Source: an optimization exercise on an open RTL-to-GDS flow (aim: small area, a short achievable clock period and few clock cycles). Production flows keep margins and buffers that such runs may drop.
The RTL was checked by simulation tests, not by an equivalence proof against the original design.
Power figures rest on the tool's default switching activity, not on a simulated workload.

<file path="flow/design.v">
module frame_codec (
    input  wire        clk,
    input  wire        rst,           
    input  wire        enc_start,
    input  wire        enc_abort,
    input  wire        enc_ext,
    input  wire        enc_dir,       
    input  wire [7:0]  enc_nt,
    input  wire [7:0]  enc_id,
    input  wire [7:0]  enc_attr,
    input  wire [7:0]  enc_opcode,
    input  wire [15:0] enc_pl_len,
    output wire [15:0] pl_addr,       
    input  wire [7:0]  pl_rdata,
    output wire        tx_valid,      
    output wire [7:0]  tx_data,
    input  wire        tx_ready,
    output wire [1:0]  enc_st,
    output wire [1:0]  enc_err,
    output wire [2:0]  enc_cause,
    output wire [15:0] enc_check,
    input  wire        dec_start,
    input  wire        dec_abort,
    input  wire        dec_dir,
    input  wire        rx_valid,      
    input  wire [7:0]  rx_data,
    output wire        rx_ready,
    output wire        dpl_we,        
    output wire [15:0] dpl_waddr,
    output wire [7:0]  dpl_wdata,
    output wire [1:0]  dec_st,
    output wire [1:0]  dec_err,
    output wire [2:0]  dec_cause,
    output reg  [7:0]  dec_nt,
    output reg         dec_ext,
    output reg  [7:0]  dec_id,
    output reg  [7:0]  dec_attr,
    output reg  [7:0]  dec_opcode,
    output wire [15:0] dec_pl_len,
    output wire [15:0] dec_check
);
    localparam [7:0] FRAME_START = 8'h10, FRAME_END = 8'h16, EXT_MARK = 8'h90;
    function automatic [15:0] crc_step(input [15:0] crc, input [7:0] b);
        integer i;
        reg [15:0] c;
        begin
            c = crc ^ {b, 8'h00};
            for (i = 0; i < 8; i = i + 1)
                c = c[15] ? ((c << 1) ^ 16'h1021) : (c << 1);
            crc_step = c;
        end
    endfunction
    function automatic [3:0] legacy_len(input dir, input [7:0] opc);
        begin
            case ({dir, opc})
                {1'b0, 8'h3F}: legacy_len = {1'b1, 3'd4};    
                {1'b1, 8'h3F}: legacy_len = {1'b1, 3'd3};    
                {1'b1, 8'h21}: legacy_len = {1'b1, 3'd1};    
                default:       legacy_len = {1'b0, 3'd0};
            endcase
        end
    endfunction
    localparam [1:0] ST_IDLE = 2'd0, ST_BUSY = 2'd1, ST_DONE = 2'd2, ST_FAULT = 2'd3;
    localparam [3:0] N_NT = 4'd1, N_MARK = 4'd2, N_ID = 4'd3, N_ATTR = 4'd4, N_LENLO = 4'd5,
                     N_LENHI = 4'd6, N_OPC = 4'd7, N_PAY = 4'd8, N_CHK1 = 4'd9,
                     N_CHK2 = 4'd10, N_END = 4'd11;
    reg [1:0]  e_st;
    reg [1:0]  e_cause;
    reg        e_err;
    reg [3:0]  e_n;
    reg        e_ext;
    reg [7:0]  e_nt, e_id, e_attr, e_opcode;
    reg [15:0] e_len;         
    reg [15:0] e_p;           
    reg [15:0] e_crc;         
    reg [7:0]  e_o;           
    reg        e_ov;          
    reg        e_og;          
    reg [7:0]  e_s;           
    reg        e_sv;
    reg        e_rv;          
    wire [3:0]  e_tab   = legacy_len(enc_dir, enc_opcode);
    wire        e_c1    = !enc_ext && enc_opcode == EXT_MARK;
    wire        e_c2    = !enc_ext && !e_tab[3];
    wire        e_c3    = enc_ext ? (enc_pl_len == 16'hFFFF) : (enc_pl_len != {13'd0, e_tab[2:0]});
    wire [1:0]  e_ncause = e_c1 ? 2'd1 : e_c2 ? 2'd2 : e_c3 ? 2'd3 : 2'd0;
    wire        e_fire  = e_ov && tx_ready;
    wire        e_free  = !e_ov || tx_ready;
    wire        e_pend  = e_sv || e_rv;
    wire        e_more  = e_p != e_len;
    wire        e_ldpay = e_free && e_n == N_PAY;
    wire        e_iss   = e_more && !(e_pend && !e_ldpay);
    wire [15:0] e_pinc  = e_p + 16'd1;
    wire [15:0] e_crcs  = crc_step(e_crc, e_o);
    wire [7:0]  e_sum   = e_crc[7:0] - e_o;
    wire [15:0] e_crcn  = e_ext ? e_crcs : {e_crc[15:8], e_sum};
    reg  [7:0]  e_src;
    reg         e_srcv;
    reg  [3:0]  e_nn;
    always @(*) begin
        e_src  = 8'h00;
        e_srcv = 1'b1;
        e_nn   = e_n + 4'd1;
        case (e_n)
            N_NT:    e_src = e_nt;
            N_MARK:  begin
                e_src = e_ext ? EXT_MARK : e_opcode;
                if (!e_ext) e_nn = (e_pend || e_more) ? N_PAY : N_CHK1;
            end
            N_ID:    e_src = e_id;
            N_ATTR:  e_src = e_attr;
            N_LENLO: e_src = e_pinc[7:0];
            N_LENHI: e_src = e_pinc[15:8];
            N_OPC:   begin
                e_src = e_opcode;
                e_nn  = (e_pend || e_more) ? N_PAY : N_CHK1;
            end
            N_PAY:   begin
                e_src  = e_sv ? e_s : pl_rdata;
                e_srcv = e_pend;
                e_nn   = (e_pend && !e_more) ? N_CHK1 : N_PAY;
            end
            N_CHK1:  e_src = e_ext ? e_crcn[15:8] : e_crcn[7:0];
            N_CHK2:  e_src = e_ext ? e_crc[7:0] : FRAME_END;
            default: begin e_srcv = 1'b0; e_nn = e_n; end
        endcase
    end
    assign enc_st    = e_st;
    assign enc_err   = {1'b0, e_err};
    assign enc_cause = {1'b0, e_cause};
    assign enc_check = e_crc;
    assign pl_addr   = e_p;
    assign tx_valid  = e_ov;
    assign tx_data   = e_o;
    always @(posedge clk) begin
        if (rst || enc_abort) begin
            e_st    <= ST_IDLE;
            e_cause <= 2'd0;
            e_err   <= 1'b0;
            e_ov    <= 1'b0;
        end else if (e_st != ST_BUSY) begin
            if (enc_start) begin
                e_cause <= e_ncause;
                e_err   <= e_ncause != 2'd0;
                e_st    <= (e_ncause != 2'd0) ? ST_FAULT : ST_BUSY;
                e_ov    <= e_ncause == 2'd0;
            end
        end else if (e_fire && e_n == N_END) begin
            e_st <= ST_DONE;
            e_ov <= 1'b0;
        end else if (e_free)
            e_ov <= e_srcv;
    end
    always @(posedge clk) begin
        if (e_st != ST_BUSY) begin
            if (enc_start) begin
                e_ext    <= enc_ext;
                e_nt     <= enc_nt;
                e_id     <= enc_id;
                e_attr   <= enc_attr;
                e_opcode <= enc_opcode;
                e_len    <= enc_pl_len;
                e_p      <= enc_pl_len;
                e_o      <= FRAME_START;
                e_og     <= 1'b0;
                e_n      <= N_NT;
                e_crc    <= {8'd0, {8{!enc_ext}}};
                e_sv     <= 1'b0;
                e_rv     <= 1'b0;
            end
        end else begin
            if (e_fire && e_og) e_crc <= e_crcn;
            if (e_free) begin
                e_o  <= e_src;
                e_og <= e_n <= N_PAY;
                if (e_srcv) e_n <= e_nn;
            end
            e_rv <= e_iss;
            if (e_sv ? !e_ldpay : (e_rv && !e_ldpay)) begin
                if (!e_sv) e_s <= pl_rdata;
                e_sv <= 1'b1;
            end else
                e_sv <= 1'b0;
            if (e_free && ((e_n == N_NT && !e_ext) || e_n == N_LENHI))
                e_p <= 16'd0;
            else if (e_iss)
                e_p <= e_pinc;
        end
    end
    localparam [3:0] D_HUNT = 4'd0, D_NT = 4'd1, D_OPC = 4'd2, D_XID = 4'd3, D_XATTR = 4'd4,
                     D_XLO = 4'd5, D_XHI = 4'd6, D_XOPC = 4'd7, D_PAY = 4'd8,
                     D_CK1 = 4'd9, D_CK2 = 4'd10;
    reg [1:0]  d_st;
    reg        d_rx;          
    reg [3:0]  d_pos;
    reg [7:0]  d_b;           
    reg        f_nt;          
    reg        f_step;        
    reg        f_lopc;        
    reg        f_lpay;        
    reg        f_we;          
    reg        f_ck1, f_ck2;  
    reg        d_dir;
    reg [15:0] d_crc;         
    reg        d_bad;
    reg [15:0] d_cnt;         
    reg [15:0] d_rem;         
    reg [2:0]  d_cause;
    reg [1:0]  d_err;
    wire        d_take  = d_rx && rx_valid;
    wire [7:0]  rb      = rx_data;
    wire        rb_mark = rb == EXT_MARK;
    wire [3:0]  d_tab   = legacy_len(d_dir, rb);
    wire        d_last  = d_rem == 16'd1;
    wire [15:0] d_crcs  = crc_step(f_nt ? 16'd0 : d_crc, d_b);
    wire [7:0]  d_sum   = (f_lopc ? dec_nt : d_crc[7:0]) + d_b;
    assign dec_st     = d_st;
    assign dec_err    = d_err;
    assign dec_cause  = d_cause;
    assign rx_ready   = d_rx;
    assign dpl_we     = f_we;
    assign dpl_waddr  = d_cnt;
    assign dpl_wdata  = d_b;
    assign dec_pl_len = d_cnt;
    assign dec_check  = d_crc;
    always @(posedge clk) d_b <= rb;
    always @(posedge clk) begin
        if (rst || dec_abort) begin
            d_st    <= ST_IDLE;
            d_rx    <= 1'b0;
            d_cause <= 3'd0;
            d_err   <= 2'd0;
            f_we    <= 1'b0;
            f_ck2   <= 1'b0;
        end else begin
            f_we  <= d_take && d_pos == D_PAY;
            f_ck2 <= d_take && d_pos == D_CK2;
            if (d_st != ST_BUSY) begin
                if (dec_start) begin
                    d_cause <= 3'd0;
                    d_err   <= 2'd0;
                    d_st    <= ST_BUSY;
                    d_rx    <= 1'b1;
                end
            end else if (d_take) begin
                case (d_pos)
                    D_OPC: if (!rb_mark && !d_tab[3]) begin
                        d_cause <= 3'd4; d_err <= 2'd2; d_st <= ST_FAULT; d_rx <= 1'b0;
                    end
                    D_XHI: if (rb == 8'd0 && d_rem[7:0] == 8'd0) begin
                        d_cause <= 3'd5; d_err <= 2'd2; d_st <= ST_FAULT; d_rx <= 1'b0;
                    end
                    D_CK2: d_rx <= 1'b0;      
                    default: ;
                endcase
            end
            if (f_ck2) begin
                if (dec_ext) begin
                    if (d_bad || d_b != d_crc[7:0]) begin
                        d_cause <= 3'd3; d_err <= 2'd1; d_st <= ST_FAULT;
                    end else
                        d_st <= ST_DONE;
                end else if (d_bad) begin
                    d_cause <= 3'd1; d_err <= 2'd1; d_st <= ST_FAULT;
                end else if (d_b != FRAME_END) begin
                    d_cause <= 3'd2; d_err <= 2'd1; d_st <= ST_FAULT;
                end else
                    d_st <= ST_DONE;
            end
        end
    end
    always @(posedge clk) begin
        f_nt   <= d_take && d_pos == D_NT;
        f_step <= d_take && (d_pos == D_NT || (d_pos == D_OPC && rb_mark) ||
                             (d_pos >= D_XID && d_pos <= D_XOPC) || (d_pos == D_PAY && dec_ext));
        f_lopc <= d_take && d_pos == D_OPC && !rb_mark;
        f_lpay <= d_take && d_pos == D_PAY && !dec_ext;
        f_ck1  <= d_take && d_pos == D_CK1;
        if (d_st != ST_BUSY) begin
            if (dec_start) begin
                d_dir <= dec_dir;
                d_pos <= D_HUNT;
            end
        end else if (d_take) begin
            case (d_pos)
                D_HUNT: if (rb == FRAME_START) d_pos <= D_NT;
                D_NT: begin
                    dec_nt <= rb;
                    d_pos  <= D_OPC;
                end
                D_OPC: begin
                    dec_ext <= rb_mark;
                    if (rb_mark)
                        d_pos <= D_XID;
                    else begin
                        dec_opcode <= rb;
                        dec_id     <= 8'd0;
                        dec_attr   <= 8'd0;
                        d_rem      <= {13'd0, d_tab[2:0]};
                        d_pos      <= D_PAY;
                    end
                end
                D_XID: begin
                    dec_id <= rb;
                    d_pos  <= D_XATTR;
                end
                D_XATTR: begin
                    dec_attr <= rb;
                    d_pos    <= D_XLO;
                end
                D_XLO: begin
                    d_rem[7:0] <= rb;
                    d_pos      <= D_XHI;
                end
                D_XHI: begin
                    d_rem[15:8] <= rb;
                    d_pos       <= D_XOPC;
                end
                D_XOPC, D_PAY: begin
                    if (d_pos == D_XOPC) dec_opcode <= rb;
                    d_rem <= d_rem - 16'd1;
                    d_pos <= d_last ? D_CK1 : D_PAY;
                end
                D_CK1:   d_pos <= D_CK2;
                default: ;
            endcase
        end
        if (f_step) d_crc <= d_crcs;
        if (f_lopc || f_lpay) d_crc[7:0] <= d_sum;
        if (f_we) d_cnt <= d_cnt + 16'd1;
        if (d_st != ST_BUSY && dec_start) d_cnt <= 16'd0;
        if (f_ck1) begin
            if (dec_ext) begin
                d_bad       <= d_b != d_crc[15:8];
                d_crc[15:8] <= d_b;
            end else begin
                d_bad <= d_b != ~d_crc[7:0];
                d_crc <= {8'd0, d_b};
            end
        end
        if (f_ck2 && dec_ext) d_crc[7:0] <= d_b;
    end
endmodule
</file>
<file path="flow/flow/run.sh">
#!/bin/bash
# The standard layout, with every port buffered by a plain buffer (buf_1) instead of the
# delay buffer buffer_ports picks by default; repair upsizes it where timing needs.
set -euo pipefail
export BUFFER_PORTS_ARGS="-buffer_cell sky130_fd_sc_hd__buf_1"
bash standard.sh finish > standard.log 2>&1
</file>
<file path="flow/standard.sh">
#!/bin/bash
# synth_recipe.tcl (not shown) runs the flow's synth.tcl, then flattens the netlist and writes it again
# the make line also repeats each setting of config.mk as NAME=value (left out here)
make -C /OpenROAD-flow-scripts/flow DESIGN_CONFIG=/design/flow/config.mk WORK_HOME=/design/flow/orfs CLKGATE_MAP_FILE= SYNTH_SCRIPT=/design/flow/synth_recipe.tcl "${@:-finish}"
</file>
<file path="flow/config.mk">
export PLATFORM = sky130hd
export DESIGN_NAME = frame_codec
export DESIGN_NICKNAME = frame_codec
export VERILOG_FILES = /design/flow/design.v
export SDC_FILE = /design/flow/constraint.sdc
export NUM_CORES = 4
export LEC_CHECK = 0
export CAP_MARGIN = 20
export CORE_MARGIN = 2
export CORE_UTILIZATION = 55
export CTS_CLUSTER_DIAMETER = 100
export CTS_CLUSTER_SIZE = 20
export GPL_TIMING_DRIVEN = 1
export SETUP_SLACK_MARGIN = 3.5
export SLEW_MARGIN = 20
</file>
<file path="flow/constraint.sdc">
create_clock -name core_clock -period 6.0 [get_ports {clk}]
set_input_delay 1.2000 -clock core_clock [delete_from_list [all_inputs] [get_ports {clk}]]
set_output_delay 1.2000 -clock core_clock [all_outputs]
set_load 0.01 [all_outputs]
</file>
==> impl_summary.log, run 1 <==
INFO  metric synth_top_family_by_area = simple AND/OR/NAND/NOR gates
INFO  metric floorplan.die_area = 23000 um^2
INFO  metric maxCapViolCount = 0
INFO  metric num_vias = between 9000 and 10000
INFO  metric synthArstFlopShare = 0
INFO  metric critical_path_peak_fanout = 2
INFO  metric layout.cells.most_common_list = sky130_fd_sc_hd__buf_1, sky130_fd_sc_hd__edfxtp_1, sky130_fd_sc_hd__nand2_1
INFO  metric accumulated_negative_setup_slack = 0 ps
INFO  metric numCtsBuffers = 15
INFO  metric crit_path_dat = 1300 ps
INFO  metric cp_data_required_time = approximately 4800 ps
INFO  metric dieWidth = 152 um
INFO  metric clkSlewWorstSetupHoldPaths = 90 ps
INFO  metric post_synth_num_cell_types = slightly below 80
INFO  metric power.ir.vdd_worst = 206 uV
INFO  metric effective_utilization_at_floorplan = 0.554
INFO  metric tritoncts = done
INFO  metric worst_slew_pin_slew = between 600 and 700 ps
INFO  metric overflow = 0
INFO  metric detailedRoute.firstIterationViolations = 691
INFO  metric synth.mux.area_fraction = 0.0235
INFO  metric timing.reg2reg.setup_slack = 3520 ps
INFO  metric hold_path.startpoint = e_cause[1]
INFO  metric fin_nets = around 1500
INFO  metric run_status = no timing/DRC/antenna violations
INFO  metric avgSynthCellArea = 10.3 um^2
INFO  metric synth-edff-count = roughly 170
INFO  metric clock_skew = 31.2 ps
INFO  metric timing_max_transition_violations_final = 0
INFO  metric pwr_density_cell = 267 nW/um^2
INFO  metric grt_setup_unrepaired = true
INFO  metric min-delay-path-class = flip-flop to flip-flop
INFO  metric detail_route.drc_violations = 0
INFO  metric worst_skew_pair.late_latency = 480 ps
INFO  metric detail_route.wl_per_cell = 20.9 um
INFO  metric routed_wl = 34400 um
INFO  metric grt_pass1_wl = 51400 um
INFO  metric drive_gt1_frac = 0.0935
INFO  metric timing.rr.start = e_n[0]
INFO  metric number_of_i_o_port_buffers = 218
INFO  metric yosys_most_used_dff = sky130_fd_sc_hd__edfxtp_1
INFO  metric clock_tree.root_cell = sky130_fd_sc_hd__clkbuf_16
INFO  metric area_growth_from_synthesis_to_layout = 14.2%
INFO  metric synth.ff_latch_count = 220
INFO  metric core.rowCount = 54
INFO  metric die_height = about 150 um
INFO  metric final_min_period = 2500 ps
INFO  metric n_fill_cell = 1884
INFO  metric dpl.hpwl = about 25000 um
INFO  metric syn_inst = roughly 1200
INFO  metric yosys.area_share.adder = 0.0274
INFO  metric route.antenna.remaining_nets = 0
INFO  metric timing.fmax = between 300 and 400 MHz
INFO  metric postLayoutCoreUtil = 0.633
INFO  metric synth_compound_gate_area_share = 0.129
INFO  metric crit_type = flip-flop to primary output
INFO  metric worst_stage_delay_on_the_critical_path = 410 ps
INFO  metric ys_seq_area_frac = 0.507
INFO  metric clockBufferDepth = 3
INFO  metric post_drt_via_cell_ratio = roughly 5.8
INFO  metric io_pins = 221
INFO  metric startpoint_type = flip-flop
INFO  metric tritoncts_num_sinks = 220
INFO  metric hold-path-cell-count = 2
INFO  metric logic_depth_of_the_worst_register_to_register_path = 8
INFO  metric netlist_area = 12000 um^2
INFO  metric antenna_found_initial = 2
INFO  metric core-area = 21600 um^2
INFO  metric crit_path_cell_trace = buf_4, buf_4, buf_1
INFO  metric timing_hold_violations_final = 0
INFO  metric pin_count_of_the_biggest_net_entering_global_routing = 45
INFO  metric setup.worst_path.end_class = primary output
INFO  metric layout.cells.most_common = sky130_fd_sc_hd__buf_1
INFO  metric grt_pass1_vias = 9064
INFO  metric synthSimpleGateAreaFrac = 0.172
INFO  metric rr_endpoint = e_o[0]
INFO  metric max_slew_margin = 0.530
INFO  metric clock_tree.htree_level_count = 1
INFO  metric critical-path-slowest-cell = sky130_fd_sc_hd__edfxtp_1
INFO  metric post_synth_xor_area_fraction = 0.102
INFO  metric gp_congestion = 0.912
INFO  metric critical_path.most_common_cell = sky130_fd_sc_hd__buf_4
INFO  metric worst_hold_path.endpoint = e_cause[1]
INFO  metric yosys_warnings = 1
INFO  metric cts_hold_repair.buffers = 0
INFO  metric dp_slack = ~2800 ps
INFO  metric total_leakage_power = 4.65 nW
INFO  metric detailedRoute.firstPassIterationCount = 5
INFO  metric finalSetupViolations = 0
INFO  metric finalCritPeriodShare = 0.417
INFO  metric grtUsageTotal = 0.293
INFO  metric final.setup.worst_slack = ~3500 ps
-- logic make-up after synthesis --
family          after synthesis
xor+xnor                    138
compound gates              238
simple gates                416
flops                       220
other cells                   1
mux                          26
fa+ha+maj                    25
buf+inv                     102
-- metrics by stage --
step	hold WS, ps	instances	instance area, um^2	power (mW)
detailed placement	468	1599	13000	2.66
global route	500	1638	13700	3.82
floorplan	432	1167	12100	2.41
finish	487	1640	13700	3.66
CTS	483	1633	13500	3.65
global placement	448	1599	13000	2.65
-- report_power, final --
part / total (mW) / leakage [nW] / internal, mW / switching (mW)
clock: 0.992 / 0.205 / 0.475 / 0.518
combinational: 0.784 / 2.42 / 0.343 / 0.441
sequential: 1.88 / 2.02 / 1.74 / 0.140
-- metal layers --
| metal | share of wire | track usage |
|---|---|---|
| met2 | 0.50 | 0.503 |
| met5 | 0.00038 | 0 |
| met4 | 0.028 | 0.0944 |
| met1 | 0.41 | 0.379 |
| met3 | 0.069 | 0.0491 |
-- worst max-delay path by stage --
| stage | from | endpoint | slack (ps) |
|---|---|---|---|
| after CTS | e_n[0] | e_o[6] | 3500 |
| after floorplan | enc_opcode[6] | e_ov | 3340 |
| after detailed placement | e_n[1] | e_p[15] | 2760 |
| after global placement | e_n[1] | e_p[15] | 2860 |
| final | e_crc[0] | enc_check[0] | 3500 |
| after global routing | e_n[0] | e_o[0] | 3420 |
-- what timing repair did --
action,CTS,global route
gates resized for setup,30,26
cloned,0,1
setup buffers,10,4
pin swaps,0,5
endpoints found under the setup margin,64,93
-- flip-flops by register name, indices dropped and copies added, names as in the netlist, 3 cells and up --
signal,count
e_id,8
d_cnt,16
dec_attr,8
dec_nt,8
e_p,16
d_pos,4
e_nt,8
e_n,4
e_o,8
e_len,16
e_s,8
dec_opcode,8
d_crc,16
d_b,8
e_crc,16
e_opcode,8
e_attr,8
dec_id,8
d_rem,16
d_cause,3
-- worst max-delay path: cells and delay by family, from the launching register on --
kind / cells / cell delay [ps]
flip-flops: 1 / 410
buffers and inverters: 3 / 400
-- cells in the mapped netlist (all sizes together) (9+ instances only) --
| master | n | share of area |
|---|---|---|
| edfxtp | 167 | 0.42 |
| nand2 | 107 | 0.034 |
| nor2 | 103 | 0.032 |
| o21ai | 80 | 0.033 |
| xnor2 | 80 | 0.058 |
| xor2 | 57 | 0.042 |
| dfxtp | 53 | 0.089 |
| clkbuf | 46 | 0.015 |
| a21oi | 40 | 0.017 |
| nor3 | 30 | 0.013 |
| nand3 | 29 | 0.012 |
| inv | 28 | 0.0088 |
| buf | 27 | 0.015 |
| ha | 23 | 0.024 |
| nor2b | 23 | 0.012 |
| nand2b | 22 | 0.011 |
| nor4 | 21 | 0.011 |
| nand4 | 18 | 0.0094 |
| mux2 | 17 | 0.016 |
| and2 | 15 | 0.0078 |
| o21a | 15 | 0.0094 |
| and3 | 14 | 0.0073 |
| a31oi | 12 | 0.0063 |
| a21o | 9 | 0.0057 |
| mux2i | 9 | 0.0075 |
-- layout make-up --
type / instances / area [um^2] / area share
well taps: 280 / 350 / 0.0256
repair buffers: 239 / 1010 / 0.0740
flip-flops and latches: 220 / 6090 / 0.445
inverters: 29 / 113 / 0.00823
diodes: 2 / 5.00 / 0.000366
multi-input cells: 846 / 5690 / 0.416
clock inverters: 2 / 25.0 / 0.00183
clock buffers: 22 / 402 / 0.0294
Testbench counts, summed over its fixed seeds: cycles 60,163.
==> inputs of run 2 (changes only) <==
--- a/flow/config.mk
+++ b/flow/config.mk
@@ -12,3 +12,2 @@
 export CTS_CLUSTER_SIZE = 20
-export GPL_TIMING_DRIVEN = 1
 export SETUP_SLACK_MARGIN = 3.5
==> impl_summary.log, run 2 <==
INFO  metric run_status = no timing/DRC/antenna violations
INFO  metric core-area = 21600 um^2 (unchanged)
INFO  metric synth_top_cells_by_area = sky130_fd_sc_hd__edfxtp_1, sky130_fd_sc_hd__dfxtp_1, sky130_fd_sc_hd__xnor2_1
INFO  metric clock_tree.root_cell = sky130_fd_sc_hd__clkbuf_16
INFO  metric drive_gt1_frac = 0.0935 (unchanged)
INFO  metric totalPowerFinal = 3.66 mW (unchanged)
INFO  metric critical_path_peak_fanout = 2 (unchanged)
INFO  metric clock_skew = 31.2 ps (unchanged)
INFO  metric syn_inst = 1166 (unchanged)
INFO  metric gp_congestion = 0.912 (unchanged)
INFO  metric netlist_area = 12000 um^2 (unchanged)
INFO  metric final-instance-count-excl-fill = 1640 (unchanged)
INFO  metric grtUsageTotal = 0.293 (unchanged)
INFO  metric synth_area_leader_cell = sky130_fd_sc_hd__edfxtp_1
INFO  metric accumulated_negative_setup_slack = 0 ps (unchanged)
INFO  metric routed_wl = 34400 um (unchanged)
INFO  metric critical_path.most_common_cell = sky130_fd_sc_hd__buf_4
INFO  metric dp_cells = 1599 (unchanged)
INFO  metric avgSynthCellArea = 10.3 um^2 (unchanged)
INFO  metric cp_num_buf_inv = 3 (unchanged)
INFO  metric dieWidth = 152 um (unchanged)
INFO  metric floorplan.die_area = 23000 um^2 (unchanged)
INFO  metric maxCapViolCount = 0 (unchanged)
INFO  metric numCtsBuffers = 15 (unchanged)
INFO  metric crit_type = flip-flop to primary output
INFO  metric worst_slew_pin_slew = 700 ps (unchanged)
INFO  metric detailedRoute.firstPassIterationCount = 5 (unchanged)
INFO  metric cts_hold_repair.buffers = 0 (unchanged)
INFO  metric dpl.hpwl = 25400 um (unchanged)
INFO  metric cp_data_required_time = 4800 ps (about the same)
INFO  metric grt_pass1_vias = 9064 (unchanged)
INFO  metric post_synth_num_cell_types = 77 (unchanged)
INFO  metric timing_hold_violations_final = 0 (unchanged)
INFO  metric timing.fmax = 400 MHz (unchanged)
INFO  metric leading_cell_types_by_count_after_synthesis = sky130_fd_sc_hd__edfxtp_1, sky130_fd_sc_hd__nand2_1, sky130_fd_sc_hd__nor2_1, sky130_fd_sc_hd__xnor2_1, sky130_fd_sc_hd__o21ai_0
INFO  metric timing.critical_path.max_delay_family = flip-flops
INFO  metric number_of_i_o_port_buffers = 218 (unchanged)
INFO  metric yosys_warnings = 1 (unchanged)
INFO  metric min-delay-path-class = flip-flop to flip-flop
INFO  metric antenna_found_initial = 2 (unchanged)
INFO  metric total_leakage_power = 4.65 nW (unchanged)
INFO  metric max_slew_margin = 0.530 (unchanged)
INFO  metric fin_nets = 1451 (unchanged)
INFO  metric overflow = 0 (unchanged)
INFO  metric synthArstFlopShare = 0 (unchanged)
INFO  metric power.ir.vdd_worst = 206 uV (unchanged)
INFO  metric timing_max_transition_violations_final = 0 (unchanged)
INFO  metric area_growth_from_synthesis_to_layout = 14.2% (unchanged)
INFO  metric crit_path_dat = 1300 ps (about the same)
INFO  metric layout.cells.most_common = sky130_fd_sc_hd__buf_1
INFO  metric pin_count_of_the_biggest_net_entering_global_routing = 45 (unchanged)
INFO  metric detail_route.drc_violations = 0 (unchanged)
INFO  metric yosysMostFrequentCell = sky130_fd_sc_hd__edfxtp_1
INFO  metric detail_route.wl_per_cell = 20.9 um (unchanged)
INFO  metric finalCritPeriodShare = 0.417 (unchanged)
INFO  metric yosys_most_used_dff = sky130_fd_sc_hd__edfxtp_1
INFO  metric clockBufferDepth = 3 (unchanged)
INFO  metric synth-edff-count = 167 (unchanged)
INFO  metric finalSetupViolations = 0 (unchanged)
INFO  metric setup.worst_path.end_class = primary output
INFO  metric crit_path_cell_trace = buf_4, buf_4, buf_1
INFO  metric pwr_density_cell = 267 nW/um^2 (unchanged)
INFO  metric tritoncts = done
INFO  metric die_height = 152 um (unchanged)
INFO  metric critical-path-slowest-cell = sky130_fd_sc_hd__edfxtp_1
INFO  metric clkSlewWorstSetupHoldPaths = 90 ps (about the same)
INFO  metric layout.cells.most_common_list = sky130_fd_sc_hd__buf_1, sky130_fd_sc_hd__edfxtp_1, sky130_fd_sc_hd__nand2_1
INFO  metric core.rowCount = 54 (unchanged)
INFO  metric final_area = 13700 um^2 (unchanged)
INFO  metric num_vias = 9587 (unchanged)
INFO  metric grt_pass1_wl = 51400 um (unchanged)
INFO  metric dpl-instance-area = 13000 um^2 (unchanged)
INFO  metric detailedRoute.firstIterationViolations = 691 (unchanged)
INFO  metric tritoncts_num_sinks = 220 (unchanged)
INFO  metric netlist.area_leader.share = 0.418 (unchanged)
INFO  metric route.antenna.remaining_nets = 0 (unchanged)
INFO  metric clock_tree.htree_level_count = 1 (unchanged)
INFO  metric effective_utilization_at_floorplan = 0.554 (unchanged)
INFO  metric synth.ff_latch_count = 220 (unchanged)
INFO  metric worst_stage_delay_on_the_critical_path = 410 ps (about the same)
INFO  metric startpoint_type = flip-flop
INFO  metric final_min_period = 2500 ps (unchanged)
INFO  metric grt_setup_unrepaired = true
INFO  metric postLayoutCoreUtil = 0.633 (unchanged)
INFO  metric ys_seq_area_frac = 0.507 (unchanged)
INFO  metric io_pins = 221 (unchanged)
INFO  metric worst_skew_pair.late_latency = 480 ps (about the same)
INFO  metric post_drt_via_cell_ratio = 5.85 (unchanged)
==> run 2: path summary, 6_finish.rpt <==
| check | cells past startpoint | endpoint | from | slack (ps) |
|---|---|---|---|---|
| worst max-delay path | 3 | enc_check[0] | e_crc[0] | 3500 |
| worst min-delay path | 2 | e_cause[1] | e_cause[1] | 490 |
| worst max register to register | 8 | e_o[0] | e_n[0] | 3520 |
| worst min register to register | 2 | e_cause[1] | e_cause[1] | 490 |
==> run 2: layer usage <==
layer	track usage	part of all wire	vias up	wire length, um
met3	0.0491	0.069	54	2360
met4	0.0944	0.028	2	974
met5	0	0.00038	-	13
li1	-	-	4592	-
met1	0.379	0.41	4608	14000
met2	0.503	0.50	331	17100
==> run 2: area by class of cell <==
cell class	count	area (um^2)
diodes	2	5.00
fillers	1884	7940
repair buffers	239	1010
inverters	29	113
clock buffers	22	402
multi-input cells	846	5690
flip-flops and latches	220	6090
well taps	280	350
clock inverters	2	25.0
==> run 2: cells by family (layout without fill, tap and decap cells) <==
group                    Yosys count  after routing  share of synthesized area
AND/OR/NAND/NOR                  416            416                      0.172
AO/OA/AOI/OAI                    238            239                      0.129
flip-flops                       220            220                      0.507
XOR/XNOR                         138            138                      0.102
buffers and inverters            102            292                     0.0385
multiplexers                      26             26                     0.0235
adder cells (fa/ha/maj)           25             25                     0.0274
other                              1              4                   0.000313
==> run 2: repair_timing <==
action,CTS,global route
pin swaps,0,5
setup endpoints to repair,64,93
setup buffers,10,4
cloned,0,1
resized for setup,30,26
==> run 2: per-stage QoR <==
step | hold WS [ps] | setup WS, ps
after floorplan | 432 | 3340
after detailed placement | 468 | 2760
final | 487 | 3500
after CTS | 483 | 3500
after global placement | 448 | 2860
after global routing | 500 | 3420
==> run 2: worst reg2reg max path, delay by kind of cell, from the launching register on <==
family	cells	cell delay (ps)
compound gates	5	920
flops	1	480
simple gates	1	480
fa+ha+maj	1	330
buf+inv	1	130
==> run 2: report_power, final <==
part	internal, mW	switching [mW]	leakage, nW	total, mW
registers	1.74	0.140	2.02	1.88
clock network	0.475	0.518	0.205	0.992
logic	0.343	0.441	2.42	0.784
==> inputs of run 3 (changes only) <==
--- a/flow/design.v
+++ b/flow/design.v
@@ -63,5 +63,4 @@
     localparam [1:0] ST_IDLE = 2'd0, ST_BUSY = 2'd1, ST_DONE = 2'd2, ST_FAULT = 2'd3;
-    localparam [3:0] N_NT = 4'd1, N_MARK = 4'd2, N_ID = 4'd3, N_ATTR = 4'd4, N_LENLO = 4'd5,
-                     N_LENHI = 4'd6, N_OPC = 4'd7, N_PAY = 4'd8, N_CHK1 = 4'd9,
-                     N_CHK2 = 4'd10, N_END = 4'd11;
+    localparam N_NT = 0, N_MARK = 1, N_ID = 2, N_ATTR = 3, N_LENLO = 4, N_LENHI = 5,
+               N_OPC = 6, N_PAY = 7, N_CHK1 = 8, N_CHK2 = 9, N_END = 10;
     reg [1:0]  e_st;
@@ -69,3 +68,3 @@
     reg        e_err;
-    reg [3:0]  e_n;
+    reg [10:0] e_n;
     reg        e_ext;
@@ -90,3 +89,3 @@
     wire        e_more  = e_p != e_len;
-    wire        e_ldpay = e_free && e_n == N_PAY;
+    wire        e_ldpay = e_free && e_n[N_PAY];
     wire        e_iss   = e_more && !(e_pend && !e_ldpay);
@@ -96,33 +95,27 @@
     wire [15:0] e_crcn  = e_ext ? e_crcs : {e_crc[15:8], e_sum};
-    reg  [7:0]  e_src;
-    reg         e_srcv;
-    reg  [3:0]  e_nn;
-    always @(*) begin
-        e_src  = 8'h00;
-        e_srcv = 1'b1;
-        e_nn   = e_n + 4'd1;
-        case (e_n)
-            N_NT:    e_src = e_nt;
-            N_MARK:  begin
-                e_src = e_ext ? EXT_MARK : e_opcode;
-                if (!e_ext) e_nn = (e_pend || e_more) ? N_PAY : N_CHK1;
-            end
-            N_ID:    e_src = e_id;
-            N_ATTR:  e_src = e_attr;
-            N_LENLO: e_src = e_pinc[7:0];
-            N_LENHI: e_src = e_pinc[15:8];
-            N_OPC:   begin
-                e_src = e_opcode;
-                e_nn  = (e_pend || e_more) ? N_PAY : N_CHK1;
-            end
-            N_PAY:   begin
-                e_src  = e_sv ? e_s : pl_rdata;
-                e_srcv = e_pend;
-                e_nn   = (e_pend && !e_more) ? N_CHK1 : N_PAY;
-            end
-            N_CHK1:  e_src = e_ext ? e_crcn[15:8] : e_crcn[7:0];
-            N_CHK2:  e_src = e_ext ? e_crc[7:0] : FRAME_END;
-            default: begin e_srcv = 1'b0; e_nn = e_n; end
-        endcase
-    end
+    wire        e_topay = e_pend || e_more;       
+    wire [7:0]  e_src =
+        ({8{e_n[N_NT]}}    & e_nt) |
+        ({8{e_n[N_MARK]}}  & (e_ext ? EXT_MARK : e_opcode)) |
+        ({8{e_n[N_ID]}}    & e_id) |
+        ({8{e_n[N_ATTR]}}  & e_attr) |
+        ({8{e_n[N_LENLO]}} & e_pinc[7:0]) |
+        ({8{e_n[N_LENHI]}} & e_pinc[15:8]) |
+        ({8{e_n[N_OPC]}}   & e_opcode) |
+        ({8{e_n[N_PAY]}}   & (e_sv ? e_s : pl_rdata)) |
+        ({8{e_n[N_CHK1]}}  & (e_ext ? e_crcn[15:8] : e_crcn[7:0])) |
+        ({8{e_n[N_CHK2]}}  & (e_ext ? e_crc[7:0] : FRAME_END));
+    wire        e_srcv = !e_n[N_END] && (!e_n[N_PAY] || e_pend);
+    wire [10:0] e_nn;
+    assign e_nn[N_NT]    = 1'b0;
+    assign e_nn[N_MARK]  = e_n[N_NT];
+    assign e_nn[N_ID]    = e_n[N_MARK] && e_ext;
+    assign e_nn[N_ATTR]  = e_n[N_ID];
+    assign e_nn[N_LENLO] = e_n[N_ATTR];
+    assign e_nn[N_LENHI] = e_n[N_LENLO];
+    assign e_nn[N_OPC]   = e_n[N_LENHI];
+    assign e_nn[N_PAY]   = ((e_n[N_MARK] && !e_ext) || e_n[N_OPC]) ? e_topay : (e_n[N_PAY] && e_more);
+    assign e_nn[N_CHK1]  = ((e_n[N_MARK] && !e_ext) || e_n[N_OPC]) ? !e_topay : (e_n[N_PAY] && !e_more);
+    assign e_nn[N_CHK2]  = e_n[N_CHK1];
+    assign e_nn[N_END]   = e_n[N_CHK2];
     assign enc_st    = e_st;
@@ -147,3 +140,3 @@
             end
-        end else if (e_fire && e_n == N_END) begin
+        end else if (e_fire && e_n[N_END]) begin
             e_st <= ST_DONE;
@@ -165,3 +158,3 @@
                 e_og     <= 1'b0;
-                e_n      <= N_NT;
+                e_n      <= 11'd1 << N_NT;
                 e_crc    <= {8'd0, {8{!enc_ext}}};
@@ -174,3 +167,3 @@
                 e_o  <= e_src;
-                e_og <= e_n <= N_PAY;
+                e_og <= |e_n[N_PAY:N_NT];
                 if (e_srcv) e_n <= e_nn;
@@ -183,3 +176,3 @@
                 e_sv <= 1'b0;
-            if (e_free && ((e_n == N_NT && !e_ext) || e_n == N_LENHI))
+            if (e_free && ((e_n[N_NT] && !e_ext) || e_n[N_LENHI]))
                 e_p <= 16'd0;
@@ -287,16 +280,12 @@
                 D_NT: begin
-                    dec_nt <= rb;
-                    d_pos  <= D_OPC;
+                    dec_nt   <= rb;
+                    dec_id   <= 8'd0;       
+                    dec_attr <= 8'd0;
+                    d_pos    <= D_OPC;
                 end
-                D_OPC: begin
-                    dec_ext <= rb_mark;
-                    if (rb_mark)
-                        d_pos <= D_XID;
-                    else begin
-                        dec_opcode <= rb;
-                        dec_id     <= 8'd0;
-                        dec_attr   <= 8'd0;
-                        d_rem      <= {13'd0, d_tab[2:0]};
-                        d_pos      <= D_PAY;
-                    end
+                D_OPC: begin                
+                    dec_ext    <= rb_mark;
+                    dec_opcode <= rb;
+                    d_rem      <= {13'd0, d_tab[2:0]};
+                    d_pos      <= rb_mark ? D_XID : D_PAY;
                 end
==> impl_summary.log, run 3 <==
INFO  metric run_status = no timing/DRC/antenna violations
INFO  metric max_slew_margin = 0.409 (-0.121)
INFO  metric detail_route.wl_per_cell = 20.3 um (-2.9%)
INFO  metric fin_nets = 1413 (-2.6%)
INFO  metric crit_path_dat = 1250 ps (-50 ps)
INFO  metric timing.reg2reg.setup_slack = 3570 ps (+50 ps)
INFO  metric critical_path_peak_fanout = 2 (unchanged)
INFO  metric syn_inst = 1131 (-3.0%)
INFO  metric timing_max_transition_violations_final = 0 (unchanged)
INFO  metric tritoncts_num_sinks = 227 (+3.2%)
INFO  metric dpl.hpwl = 23500 um (-7.4%)
INFO  metric antenna_found_initial = 1 (-1)
INFO  metric critical-path-slowest-cell = sky130_fd_sc_hd__edfxtp_1
INFO  metric cp_num_buf_inv = 2 (-1)
INFO  metric effective_utilization_at_floorplan = 0.564 (+0.00933)
INFO  metric cp_data_required_time = 4800 ps (about the same)
INFO  metric final-instance-count-excl-fill = 1601 (-2.4%)
INFO  metric pin_count_of_the_biggest_net_entering_global_routing = 48 (+6.7%)
INFO  metric synth_area_leader_cell = sky130_fd_sc_hd__edfxtp_1
INFO  metric worst_stage_delay_on_the_critical_path = 460 ps (+50 ps)
INFO  metric final_min_period = 2450 ps (-51.5 ps)
INFO  metric post_drt_via_cell_ratio = 5.83 (-0.31%)
INFO  metric yosys_warnings = 1 (unchanged)
INFO  metric detail_route.drc_violations = 0 (unchanged)
INFO  metric clock_skew = 22.1 ps (-9.12 ps)
INFO  metric crit_path_cell_trace = buf_4, buf_1
INFO  metric worst_slew_pin_slew = 885 ps (+185 ps)
INFO  metric die_height = 151 um (-0.25%)
INFO  metric total_leakage_power = 4.56 nW (-2.0%)
INFO  metric crit_type = flip-flop to primary output
INFO  metric yosysMostFrequentCell = sky130_fd_sc_hd__edfxtp_1
INFO  metric synth-edff-count = 174 (+4.2%)
INFO  metric accumulated_negative_setup_slack = 0 ps (unchanged)
INFO  metric clock_tree.root_cell = sky130_fd_sc_hd__clkbuf_16
INFO  metric n_fill_cell = 1809 (-4.0%)
INFO  metric yosys_most_used_dff = sky130_fd_sc_hd__edfxtp_1
INFO  metric cts_hold_repair.buffers = 0 (unchanged)
INFO  metric setup.worst_path.end_class = primary output
INFO  metric core-area = 21200 um^2 (-2.2%)
INFO  metric floorplan.die_area = 22900 um^2 (-0.49%)
INFO  metric synthArstFlopShare = 0 (unchanged)
INFO  metric grt_setup_unrepaired = true
INFO  metric final_area = 13500 um^2 (-1.0%)
INFO  metric clkSlewWorstSetupHoldPaths = 80 ps (about the same)
INFO  metric finalCritPeriodShare = 0.408 (-0.00858)
INFO  metric dp_cells = 1564 (-2.2%)
INFO  metric layout.cells.most_common = sky130_fd_sc_hd__buf_1
INFO  metric detailedRoute.firstPassIterationCount = 5 (unchanged)
INFO  metric maxCapViolCount = 0 (unchanged)
INFO  metric detailedRoute.firstIterationViolations = 825 (+19%)
INFO  metric grt_pass1_vias = 8779 (-3.1%)
INFO  metric netlist.area_leader.share = 0.438 (+0.0198)
INFO  metric finalSetupViolations = 0 (unchanged)
INFO  metric power.ir.vdd_worst = 171 uV (-17%)
INFO  metric gp_congestion = 0.857 (-6.0%)
INFO  metric worst_skew_pair.late_latency = 500 ps (+20 ps)
INFO  metric leading_cell_types_by_count_after_synthesis = sky130_fd_sc_hd__edfxtp_1, sky130_fd_sc_hd__nand2_1, sky130_fd_sc_hd__nor2_1, sky130_fd_sc_hd__xnor2_1, sky130_fd_sc_hd__o21ai_0
INFO  metric dpl-instance-area = 12900 um^2 (-0.68%)
INFO  metric clockBufferDepth = 3 (unchanged)
INFO  metric startpoint_type = flip-flop
INFO  metric route.antenna.remaining_nets = 0 (unchanged)
INFO  metric io_pins = 221 (unchanged)
INFO  metric area_growth_from_synthesis_to_layout = 13.6%
INFO  metric core.rowCount = 53 (-1.9%)
INFO  metric number_of_i_o_port_buffers = 218 (unchanged)
INFO  metric drive_gt1_frac = 0.0830 (-0.0106)
INFO  metric tritoncts = done
INFO  metric clock_tree.htree_level_count = 1 (unchanged)
INFO  metric numCtsBuffers = 15 (unchanged)
INFO  metric overflow = 0 (unchanged)
INFO  metric pwr_density_cell = 273 nW/um^2 (+2.0%)
INFO  metric antenna_cells = 0 (-2)
INFO  metric grt_pass1_wl = 48800 um (-4.9%)
INFO  metric synth.ff_latch_count = 227 (+3.2%)
INFO  metric synth_top_cells_by_area = sky130_fd_sc_hd__edfxtp_1, sky130_fd_sc_hd__dfxtp_1, sky130_fd_sc_hd__xnor2_1
INFO  metric timing.critical_path.max_delay_family = flip-flops
INFO  metric layout.cells.most_common_list = sky130_fd_sc_hd__buf_1, sky130_fd_sc_hd__edfxtp_1, sky130_fd_sc_hd__nand2_1
INFO  metric timing_hold_violations_final = 0 (unchanged)
INFO  metric timing.fmax = 408 MHz (+2.1%)
INFO  metric min-delay-path-class = flip-flop to flip-flop
INFO  metric dieWidth = 151 um (-0.25%)
INFO  metric avgSynthCellArea = 10.5 um^2 (+2.6%)
INFO  metric num_vias = 9330 (-2.7%)
INFO  metric post_synth_num_cell_types = 74 (-3.9%)
INFO  metric netlist_area = 11900 um^2 (-0.51%)
INFO  metric grtUsageTotal = 0.279 (-0.0138)
INFO  metric ys_seq_area_frac = 0.527 (+0.0202)
INFO  metric routed_wl = 32600 um (-5.2%)
[run 3: cell types whose count changed after synthesis, sizes merged, moves of 6 or more]
| cell | delta |
|---|---|
| nor2 | -14 |
| nand2b | -13 |
| and2 | +11 |
| inv | +10 |
| nand4 | +9 |
| nor2b | -9 |
| a21oi | +8 |
| a32oi | -7 |
| edfxtp | +7 |
| o21a | -7 |
| or3 | +6 |
| xor2 | -6 |
[run 3: kinds of logic (layout without fill, tap and decap cells)]
logic type | Yosys count | after routing | share of synthesized area
and+or+nand+nor | 400 | 400 | 0.171
DFF | 227 | 227 | 0.527
AOI/OAI and AO/OA | 214 | 214 | 0.113
xor gates and xnor gates | 135 | 135 | 0.100
buffers and inverters | 104 | 298 | 0.0390
muxes | 29 | 29 | 0.0261
adders and majority gates | 21 | 21 | 0.0233
other | 1 | 2 | 0.000315
[run 3: final timing paths]
path             start   endpoint  cells past startpoint
min           d_err[1]   d_err[1]                      2
min reg2reg   d_err[1]   d_err[1]                      2
max          dec_nt[0]  dec_nt[0]                      2
max reg2reg  dec_nt[1]   d_crc[7]                      9
[run 3: routing by layer]
metal  vias up  track usage  wire (um)
li1       4443            -          -
met1      4496        0.365      13200
met2       334        0.487      16400
met3        55       0.0349       2170
met4         2       0.0804        865
met5         -            0          8
[run 3: area by class of cell]
type	count	area, um^2	area share
Clock inverter	2	25.0	0.00185
Sequential cell	227	6300	0.466
Timing Repair inverter	1	7.51	0.000554
Clock buffer	24	409	0.0302
Timing Repair Buffer	232	947	0.0700
Inverter	39	154	0.0114
Tap cell	275	344	0.0254
Multi-Input combinational cell	801	5350	0.395
[run 3: worst register-to-register path: stages (launching register included)]
cell and delay (ps):
sky130_fd_sc_hd__edfxtp_1 460, sky130_fd_sc_hd__mux2i_2 240, sky130_fd_sc_hd__inv_1 70, sky130_fd_sc_hd__ha_1 270, sky130_fd_sc_hd__a21oi_1 200, sky130_fd_sc_hd__o211ai_1 170, sky130_fd_sc_hd__o41ai_2 350, sky130_fd_sc_hd__xor2_1 230
sky130_fd_sc_hd__mux2i_1 220, sky130_fd_sc_hd__o211ai_1 100
[run 3: repair_timing]
action | CTS | global route
gates cloned | 1 | 0
setup endpoints to repair | 106 | 38
setup buffers | 6 | 4
resized for setup | 19 | 24
pin swaps | 1 | 6
[run 3: report_power, final]
part | internal (mW) | total [mW] | leakage [nW] | switching, mW
clock | 0.480 | 1.02 | 0.207 | 0.535
sequential | 1.80 | 1.93 | 2.09 | 0.137
combinational | 0.329 | 0.743 | 2.26 | 0.414
total | 2.60 | 3.69 | 4.56 | 1.09
[run 3: per-stage QoR]
| stage | hold slack [ps] | setup slack [ps] | util | total power, mW |
|---|---|---|---|---|
| 2_1_floorplan | 432 | 3450 | - | 2.43 |
| 3_3_place_gp | 458 | 2850 | 0.609 | 2.66 |
| 3_5_place_dp | 465 | 2790 | 0.609 | 2.67 |
| 4_1_cts | 478 | 3510 | 0.635 | 3.68 |
| 5_1_grt | 499 | 3440 | 0.640 | 3.85 |
| 6_report | 480 | 3550 | 0.640 | 3.69 |
Testbench counts of run 3, summed over its fixed seeds: cycles 60,163.
==> inputs of run 4 (changes only) <==
--- a/flow/config.mk
+++ b/flow/config.mk
@@ -12,3 +12,3 @@
 export CTS_CLUSTER_SIZE = 20
-export SETUP_SLACK_MARGIN = 3.5
+export SETUP_SLACK_MARGIN = 3.6
 export SLEW_MARGIN = 20
==> impl_summary.log, run 4 <==
INFO  metric run_status = no timing/DRC/antenna violations
INFO  metric hold_path.startpoint = d_err[0]
INFO  metric detailedRoute.firstPassIterationCount = 6 (+1)
INFO  metric detailedRoute.firstIterationViolations = 903 (+9.5%)
INFO  metric multi_input_area = 5410 um^2 (+1.2%)
INFO  metric finalSetupViolations = 0 (unchanged)
INFO  metric setup.worst_path.end_class = primary output
INFO  metric seqCellArea = 6320 um^2 (+0.24%)
INFO  metric dpl-instance-area = 12900 um^2 (+0.33%)
INFO  metric syn_inst = 1131 (unchanged)
INFO  metric leading_cell_types_by_count_after_synthesis = sky130_fd_sc_hd__edfxtp_1, sky130_fd_sc_hd__nand2_1, sky130_fd_sc_hd__nor2_1, sky130_fd_sc_hd__xnor2_1, sky130_fd_sc_hd__o21ai_0
INFO  metric worst_hold_path.endpoint = d_err[0]
INFO  metric met3_usage = 0.0328 (-0.00211)
INFO  metric floorplan.die_area = 22900 um^2 (unchanged)
INFO  metric detail_route.drc_violations = 0 (unchanged)
INFO  metric post_drt_via_cell_ratio = 5.82 (about the same)
INFO  metric timing.reg2reg.setup_slack = 3620 ps (+50 ps)
INFO  metric pin_count_of_the_biggest_net_entering_global_routing = 48 (unchanged)
INFO  metric layer_with_the_highest_usage_after_global_routing = met2
INFO  metric hold-path-cell-count = 2 (unchanged)
INFO  metric p_switching = 1.10 mW (+1.2%)
INFO  metric pwr_density_cell = 268 nW/um^2 (-1.5%)
INFO  metric power.ir.vdd_worst = 282 uV (+65%)
INFO  metric startpoint_type = flip-flop
INFO  metric drive_gt1_frac = 0.112 (+0.0289)
INFO  metric overflow = 0 (unchanged)
INFO  metric final-instance-count-excl-fill = 1628 (+1.7%)
INFO  metric clock_skew = 20.3 ps (-1.73 ps)
INFO  metric yosys_most_used_dff = sky130_fd_sc_hd__edfxtp_1
INFO  metric critical_path_peak_fanout = 2 (unchanged)
INFO  metric synth_top_cells_by_area = sky130_fd_sc_hd__edfxtp_1, sky130_fd_sc_hd__dfxtp_1, sky130_fd_sc_hd__xnor2_1
INFO  metric dpl.hpwl = 23500 um (-0.41%)
INFO  metric detail_route.wl_per_cell = 20.1 um (-1.0%)
INFO  metric cts_hold_repair.buffers = 0 (unchanged)
INFO  metric timing_max_transition_violations_final = 0 (unchanged)
INFO  metric rr_endpoint = d_crc[6]
INFO  metric accumulated_negative_setup_slack = 0 ps (unchanged)
INFO  metric logic_depth_of_the_worst_register_to_register_path = 10 (+1)
INFO  metric grt_pass1_wl = 48900 um (+0.17%)
INFO  metric layout.cells.most_common_list = sky130_fd_sc_hd__buf_1, sky130_fd_sc_hd__edfxtp_1, sky130_fd_sc_hd__nand2_1
INFO  metric power.switching_fraction = 0.296 (+0.00159)
INFO  metric effective_utilization_at_floorplan = 0.564 (unchanged)
INFO  metric worst_slew_pin_slew = 822 ps (-62.6 ps)
INFO  metric power_frac_clock = 0.274 (about the same)
INFO  metric grt_setup_unrepaired = true
INFO  metric synth.ff_latch_count = 227 (unchanged)
INFO  metric finalCritPeriodShare = 0.398 (-0.0105)
INFO  metric n_fill_cell = 1790 (-1.1%)
INFO  metric yosysMostFrequentCell = sky130_fd_sc_hd__edfxtp_1
INFO  metric yosys_warnings = 1 (unchanged)
INFO  metric globalRouteMet1Util = 0.360 (-0.00493)
INFO  metric use_met2 = 0.487 (-0.000679)
INFO  metric die_height = 151 um (unchanged)
INFO  metric layout.cells.most_common = sky130_fd_sc_hd__buf_1
INFO  metric netlist_area = 11900 um^2 (unchanged)
INFO  metric tritoncts_num_sinks = 227 (unchanged)
INFO  metric combPwrFrac = 0.206 (+0.005)
INFO  metric crit_type = flip-flop to primary output
INFO  metric tritoncts = done
INFO  metric power_frac_seq = 0.519 (-0.005)
INFO  metric max_slew_margin = 0.450 (+0.0418)
INFO  metric internal_power = 2.62 mW (+0.42%)
INFO  metric synthArstFlopShare = 0 (unchanged)
INFO  metric dieWidth = 151 um (unchanged)
INFO  metric grtUsageTotal = 0.279 (+0.000325)
INFO  metric cp_data_required_time = 4800 ps (about the same)
INFO  metric num_vias = 9478 (+1.6%)
INFO  metric antenna_found_initial = 0 (-1)
INFO  metric gp_congestion = 0.873 (+1.8%)
INFO  metric min-delay-path-class = flip-flop to flip-flop
INFO  metric dp_cells = 1563 (-0.064%)
INFO  metric timing.rr.start = dec_nt[0]
INFO  metric fin_nets = 1438 (+1.8%)
INFO  metric number_of_i_o_port_buffers = 218 (unchanged)
INFO  metric final_area = 13800 um^2 (+2.2%)
INFO  metric timing.fmax = 419 MHz (+2.6%)
INFO  metric io_pins = 221 (unchanged)
INFO  metric clock_tree.root_cell = sky130_fd_sc_hd__clkbuf_16
INFO  metric core.rowCount = 53 (unchanged)
INFO  metric maxCapViolCount = 0 (unchanged)
INFO  metric crit_path_dat = 1190 ps (-60 ps)
INFO  metric post_synth_num_cell_types = 74 (unchanged)
INFO  metric worst_skew_pair.late_latency = 480 ps (-20 ps)
INFO  metric synth_area_leader_cell = sky130_fd_sc_hd__edfxtp_1
INFO  metric numCtsBuffers = 15 (unchanged)
INFO  metric grt_pass1_vias = 8853 (+0.84%)
INFO  metric avgSynthCellArea = 10.5 um^2 (unchanged)
INFO  metric final_min_period = 2390 ps (-62.9 ps)
INFO  metric total_leakage_power = 4.74 nW (+4.0%)
INFO  metric core-area = 21200 um^2 (unchanged)
INFO  metric clkSlewWorstSetupHoldPaths = 90 ps (about the same)
INFO  metric synth-edff-count = 174 (unchanged)
INFO  metric area_growth_from_synthesis_to_layout = 16.1%
INFO  metric route.antenna.remaining_nets = 0 (unchanged)
INFO  metric timing_hold_violations_final = 0 (unchanged)
INFO  metric netlist.area_leader.share = 0.438 (unchanged)
INFO  metric clock_tree.htree_level_count = 1 (unchanged)
INFO  metric routed_wl = 32800 um (+0.65%)
INFO  metric ys_seq_area_frac = 0.527 (unchanged)
INFO  metric clockBufferDepth = 3 (unchanged)
==> run 4: cell counts after synthesis <==
Identical to the previous run, type by type.
==> run 4: cell families (layout without fill, tap and decap cells) <==
group,count (synthesis),after routing,synth area share
other,1,5,0.000315
buffers and inverters,104,322,0.0390
flip-flops,227,227,0.527
AND/OR/NAND/NOR,400,400,0.171
multiplexers,29,29,0.0261
XOR/XNOR,135,135,0.100
AO/OA/AOI/OAI,214,214,0.113
adder cells (fa/ha/maj),21,21,0.0233
==> run 4: power groups by stage <==
stage,registers [mW],logic [mW],clock network [mW]
6_report,1.93,0.767,1.02
2_1_floorplan,1.92,0.510,0
3_3_place_gp,1.97,0.697,0
4_1_cts,1.93,0.738,1.03
5_1_grt,1.94,0.847,1.09
3_5_place_dp,1.97,0.704,0
==> run 4: worst max path at each step <==
stage / start / end / slack [ps] / depth (start not counted)
after CTS: e_crc[0] / e_o[6] / 3600 / 10
after global placement: enc_start / e_ov / 2890 / 5
after global routing: f_lopc / d_crc[6] / 3480 / 10
after detailed placement: enc_start / e_ov / 2860 / 5
after floorplan: rx_data[3] / d_rx / 3410 / 6
final: e_crc[0] / enc_check[0] / 3610 / 2
==> run 4: what timing repair did <==
action	CTS	global route
endpoints found under the setup margin	142	84
pin swaps	4	18
buffers inserted	17	19
cloned	1	0
resized for setup	42	36
==> run 4: stage by stage <==
stage | utilization | power [mW] | hold slack (ps) | worst slack (ps)
3_5_place_dp | 0.611 | 2.67 | 465 | 2860
5_1_grt | 0.654 | 3.87 | 502 | 3480
3_3_place_gp | 0.611 | 2.66 | 463 | 2890
6_report | 0.654 | 3.71 | 487 | 3610
2_1_floorplan | - | 2.44 | 432 | 3410
4_1_cts | 0.642 | 3.70 | 485 | 3600
==> run 4: metal layers <==
layer / wire (um) / up-vias / share of wire
met2: 16600 / 344 / 0.51
met1: 13100 / 4578 / 0.40
li1: - / 4495 / -
met3: 2090 / 61 / 0.064
met4: 972 / 0 / 0.030
met5: 0 / - / 0
==> run 4: critical path, cell delays in order (launching register included) <==
cell and delay (ps):
sky130_fd_sc_hd__edfxtp_1 450, sky130_fd_sc_hd__buf_6 150, sky130_fd_sc_hd__buf_6 110
==> run 4: final cells by class <==
type,count,share of cell area
Antenna cell,3,0.000542
Multi-Input combinational cell,801,0.391
Timing Repair inverter,1,0.000542
Inverter,39,0.0113
Clock buffer,24,0.0296
Clock inverter,1,0.00118
Sequential cell,227,0.457
Timing Repair Buffer,257,0.0844
Tap cell,275,0.0249
==> inputs of run 5 (changes only) <==
--- a/flow/config.mk
+++ b/flow/config.mk
@@ -9,3 +9,3 @@
 export CORE_MARGIN = 2
-export CORE_UTILIZATION = 55
+export CORE_UTILIZATION = 65
 export CTS_CLUSTER_DIAMETER = 100
==> impl_summary.log, run 5 <==
INFO  metric run_status = no timing/DRC/antenna violations
INFO  metric layout.cells.most_common_list = sky130_fd_sc_hd__buf_1, sky130_fd_sc_hd__edfxtp_1, sky130_fd_sc_hd__nand2_1
INFO  metric fin_nets = 1443 (+0.35%)
INFO  metric timing.fmax = 409 MHz (-2.3%)
INFO  metric synth.ff_latch_count = 227 (unchanged)
INFO  metric yosys.area_share.adder = 0.0233 (unchanged)
INFO  metric post_drt_via_cell_ratio = 6.20 (+6.5%)
INFO  metric floorplan.die_area = 19400 um^2 (-15%)
INFO  metric synth_top_cells_by_area = sky130_fd_sc_hd__edfxtp_1, sky130_fd_sc_hd__dfxtp_1, sky130_fd_sc_hd__xnor2_1
INFO  metric cp_num_buf_inv = 1 (-1)
INFO  metric num_vias = 9840 (+3.8%)
INFO  metric core.rowCount = 49 (-7.5%)
INFO  metric yosys_warnings = 1 (unchanged)
INFO  metric worst-path-stages = 10 (+8)
INFO  metric setup.worst_path.end_class = flip-flop
INFO  metric die_height = 139 um (-7.8%)
INFO  metric max_slew_margin = 0.394 (-0.0564)
INFO  metric detailedRoute.firstPassIterationCount = 6 (unchanged)
INFO  metric clockBufferDepth = 3 (unchanged)
INFO  metric overflow = 0 (unchanged)
INFO  metric grt_pass1_wl = 50000 um (+2.1%)
INFO  metric totalPowerFinal = 3.78 mW (+1.6%)
INFO  metric yosys_most_used_dff = sky130_fd_sc_hd__edfxtp_1
INFO  metric effective_utilization_at_floorplan = 0.664 (+0.100)
INFO  metric timing.critical_path.max_delay_family = simple AND/OR/NAND/NOR gates
INFO  metric syn_inst = 1131 (unchanged)
INFO  metric worst_skew_pair.late_latency = 500 ps (+20 ps)
INFO  metric crit_path_dat = 2820 ps (+1630 ps)
INFO  metric gp_congestion = 0.896 (+2.7%)
INFO  metric antenna_found_initial = 0 (unchanged)
INFO  metric dpl-instance-area = 12900 um^2 (-0.45%)
INFO  metric power.switching_fraction = 0.298 (+0.00249)
INFO  metric logic_depth_of_the_worst_register_to_register_path = 10 (unchanged)
INFO  metric avgSynthCellArea = 10.5 um^2 (unchanged)
INFO  metric yosysMostFrequentCell = sky130_fd_sc_hd__edfxtp_1
INFO  metric post_synth_xor_area_fraction = 0.100 (unchanged)
INFO  metric layout.cells.most_common = sky130_fd_sc_hd__buf_1
INFO  metric pin_count_of_the_biggest_net_entering_global_routing = 48 (unchanged)
INFO  metric leading_cell_types_by_count_after_synthesis = sky130_fd_sc_hd__edfxtp_1, sky130_fd_sc_hd__nand2_1, sky130_fd_sc_hd__nor2_1, sky130_fd_sc_hd__xnor2_1, sky130_fd_sc_hd__o21ai_0
INFO  metric synth_area_leader_cell = sky130_fd_sc_hd__edfxtp_1
INFO  metric numCtsBuffers = 15 (unchanged)
INFO  metric tritoncts = done
INFO  metric post_synth_num_cell_types = 74 (unchanged)
INFO  metric detail_route.wl_per_cell = 21.0 um (+4.3%)
INFO  metric power_frac_clock = 0.269 (-0.005)
INFO  metric timing_max_transition_violations_final = 0 (unchanged)
INFO  metric synthSimpleGateAreaFrac = 0.171 (unchanged)
INFO  metric grtUsageTotal = 0.323 (+0.0442)
INFO  metric grt_pass1_vias = 9020 (+1.9%)
INFO  metric postLayoutCoreUtil = 0.776 (+0.122)
INFO  metric area_growth_from_synthesis_to_layout = 16.9%
INFO  metric ys_seq_area_frac = 0.527 (unchanged)
INFO  metric netlist_area = 11900 um^2 (unchanged)
INFO  metric final_area = 13900 um^2 (+0.74%)
INFO  metric synth_compound_gate_area_share = 0.113 (unchanged)
INFO  metric drive_gt1_frac = 0.125 (+0.0135)
INFO  metric worst_stage_delay_on_the_critical_path = 440 ps (about the same)
INFO  metric cp_data_required_time = 6380 ps (+1580 ps)
INFO  metric detailedRoute.firstIterationViolations = 921 (+2.0%)
INFO  metric synth_top_family_by_area = simple AND/OR/NAND/NOR gates
INFO  metric clkSlewWorstSetupHoldPaths = 90 ps (about the same)
INFO  metric clock_tree.root_cell = sky130_fd_sc_hd__clkbuf_16
INFO  metric min-delay-path-class = flip-flop to flip-flop
INFO  metric clock_tree.htree_level_count = 1 (unchanged)
INFO  metric cts_hold_repair.buffers = 0 (unchanged)
INFO  metric dieWidth = 139 um (-7.8%)
INFO  metric core-area = 18000 um^2 (-15%)
INFO  metric detail_route.drc_violations = 0 (unchanged)
INFO  metric pwr_density_cell = 271 nW/um^2 (+0.88%)
INFO  metric netlist.area_leader.share = 0.438 (unchanged)
INFO  metric power_frac_seq = 0.510 (-0.009)
INFO  metric startpoint_type = flip-flop
INFO  metric io_pins = 221 (unchanged)
INFO  metric routed_wl = 33300 um (+1.7%)
INFO  metric critical_path_peak_fanout = 5 (+3)
INFO  metric final_min_period = 2440 ps (+57.2 ps)
INFO  metric n_fill_cell = 1231 (-31%)
INFO  metric synth-edff-count = 174 (unchanged)
INFO  metric route.antenna.remaining_nets = 0 (unchanged)
INFO  metric dpl.hpwl = 23000 um (-2.1%)
INFO  metric maxCapViolCount = 0 (unchanged)
INFO  metric synthArstFlopShare = 0 (unchanged)
INFO  metric number_of_i_o_port_buffers = 218 (unchanged)
INFO  metric internal_power = 2.65 mW (+1.3%)
INFO  metric synth.mux.area_fraction = 0.0261 (unchanged)
INFO  metric crit_type = flip-flop to flip-flop
INFO  metric crit_path_cell_trace = mux2_2, ha_1, inv_1, fa_1, nor2b_2, o21ai_2, a21boi_2, o21a_1, nor3_1, or3b_2
INFO  metric finalCritPeriodShare = 0.407 (+0.00954)
INFO  metric clock_skew = 21.6 ps (+1.22 ps)
INFO  metric worst_slew_pin_slew = 907 ps (+84.4 ps)
INFO  metric accumulated_negative_setup_slack = 0 ps (unchanged)
INFO  metric hold-path-cell-count = 2 (unchanged)
INFO  metric combPwrFrac = 0.221 (+0.015)
INFO  metric critical-path-slowest-cell = sky130_fd_sc_hd__or3b_2
INFO  metric finalSetupViolations = 0 (unchanged)
INFO  metric tritoncts_num_sinks = 227 (unchanged)
INFO  metric timing_hold_violations_final = 0 (unchanged)
INFO  metric grt_setup_unrepaired = true
INFO  metric power.ir.vdd_worst = 242 uV (-14%)
INFO  metric p_switching = 1.13 mW (+2.5%)
INFO  metric total_leakage_power = 4.79 nW (+1.1%)
==> run 5: tightest hold or removal path, cell delays in order, from the launching register on <==
cell                      delay [ps]
sky130_fd_sc_hd__dfxtp_1         330
sky130_fd_sc_hd__nand3_1          60
sky130_fd_sc_hd__a21oi_1          60
==> run 5: per-stage QoR <==
stage	std cells	setup slack (ps)	hold slack [ps]
floorplan	1132	3410	432
global placement	1517	2910	455
detailed placement	1517	2820	463
CTS	1563	3600	476
global route	1585	3470	507
finish	1587	3560	480
==> run 5: power groups by stage <==
| stage | combinational, mW | clock (mW) | sequential (mW) |
|---|---|---|---|
| 2_1_floorplan | 0.510 | 0 | 1.92 |
| 3_3_place_gp | 0.687 | 0 | 1.96 |
| 3_5_place_dp | 0.701 | 0 | 1.97 |
| 4_1_cts | 0.743 | 1.03 | 1.92 |
| 5_1_grt | 0.908 | 1.08 | 1.93 |
| 6_report | 0.834 | 1.02 | 1.93 |
==> run 5: final timing paths <==
kind,startpoint,endpoint,slack [ps]
min,d_cause[1],d_cause[1],480
max,f_lopc,d_crc[6],3560
max reg2reg,f_lopc,d_crc[6],3560
min reg2reg,d_cause[1],d_cause[1],480
==> run 5: cell families (layout without fill, tap and decap cells) <==
kind of cell    Yosys count  after routing
simple gates            400            400
flops                   227            227
compound gates          214            214
buf+inv                 104            328
mux                      29             29
other cells               1              4
xor+xnor                135            135
fa+ha+maj                21             21
==> run 5: what timing repair did <==
item / in CTS / in global routing
pin swaps: 5 / 18
buffers inserted: 19 / 22
cloned: 1 / 0
setup endpoints to repair: 139 / 95
resized for setup: 38 / 58
==> run 5: cell type report <==
class / count / area (um^2) / share of cell area
Inverter: 39 / 154 / 0.0110
Timing Repair Buffer: 262 / 1220 / 0.0872
Tap cell: 229 / 287 / 0.0205
Multi-Input combinational cell: 801 / 5520 / 0.396
Sequential cell: 227 / 6320 / 0.453
Timing Repair inverter: 1 / 7.51 / 0.000538
Antenna cell: 2 / 5.00 / 0.000359
Clock buffer: 24 / 409 / 0.0293
Clock inverter: 2 / 25.0 / 0.00179
==> run 5: layer usage <==
metal | vias up | wire length [um] | track usage | share of wire
met5 | - | 0 | 0 | 0
met4 | 0 | 1120 | 0.136 | 0.034
met3 | 89 | 2870 | 0.0423 | 0.086
met2 | 570 | 16800 | 0.547 | 0.50
met1 | 4665 | 12500 | 0.424 | 0.38
li1 | 4516 | - | - | -

## re-timing with driven ports
Ports are ideal in the flow. The routed layouts listed here were re-timed in OpenROAD. Step 1 (the two cells are an assumption about what drives the block):
set clk [get_ports {clk}]
set_driving_cell -lib_cell sky130_fd_sc_hd__clkbuf_16 $clk
set_driving_cell -lib_cell sky130_fd_sc_hd__buf_2 [delete_from_list [all_inputs] $clk]
Step 2 adds t to the input delays and takes it off the output delays; t is the mean of the earliest and latest rising clock arrival at the registers after step 1. Input paths then give back, and output paths get back, about the clock's delay inside the block. a / b / c = no drivers / after step 1 / after step 2; a / b = the first two.
run | t, ns | setup WS [ns] | slew at the worst register clock pin (ns) | pins driven straight from the clock port
run 1 | 0.518 | 3.500 / 3.448 / 3.095 | 0.09 / 0.09 | 1
run 2 | 0.518 | 3.500 / 3.448 / 3.095 | 0.09 / 0.09 | 1
run 3 | 0.538 | 3.551 / 3.502 / 3.049 | 0.09 / 0.09 | 1
run 4 | 0.524 | 3.614 / 3.563 / 3.158 | 0.09 / 0.09 | 1
run 5 | 0.532 | 3.557 / 3.542 / 3.115 | 0.10 / 0.10 | 1
After both steps setup and hold are still met in every run listed. For run 3, which loses most, drivers alone change the setup slack by -0.049 ns; drivers and shift together by -0.502 ns.
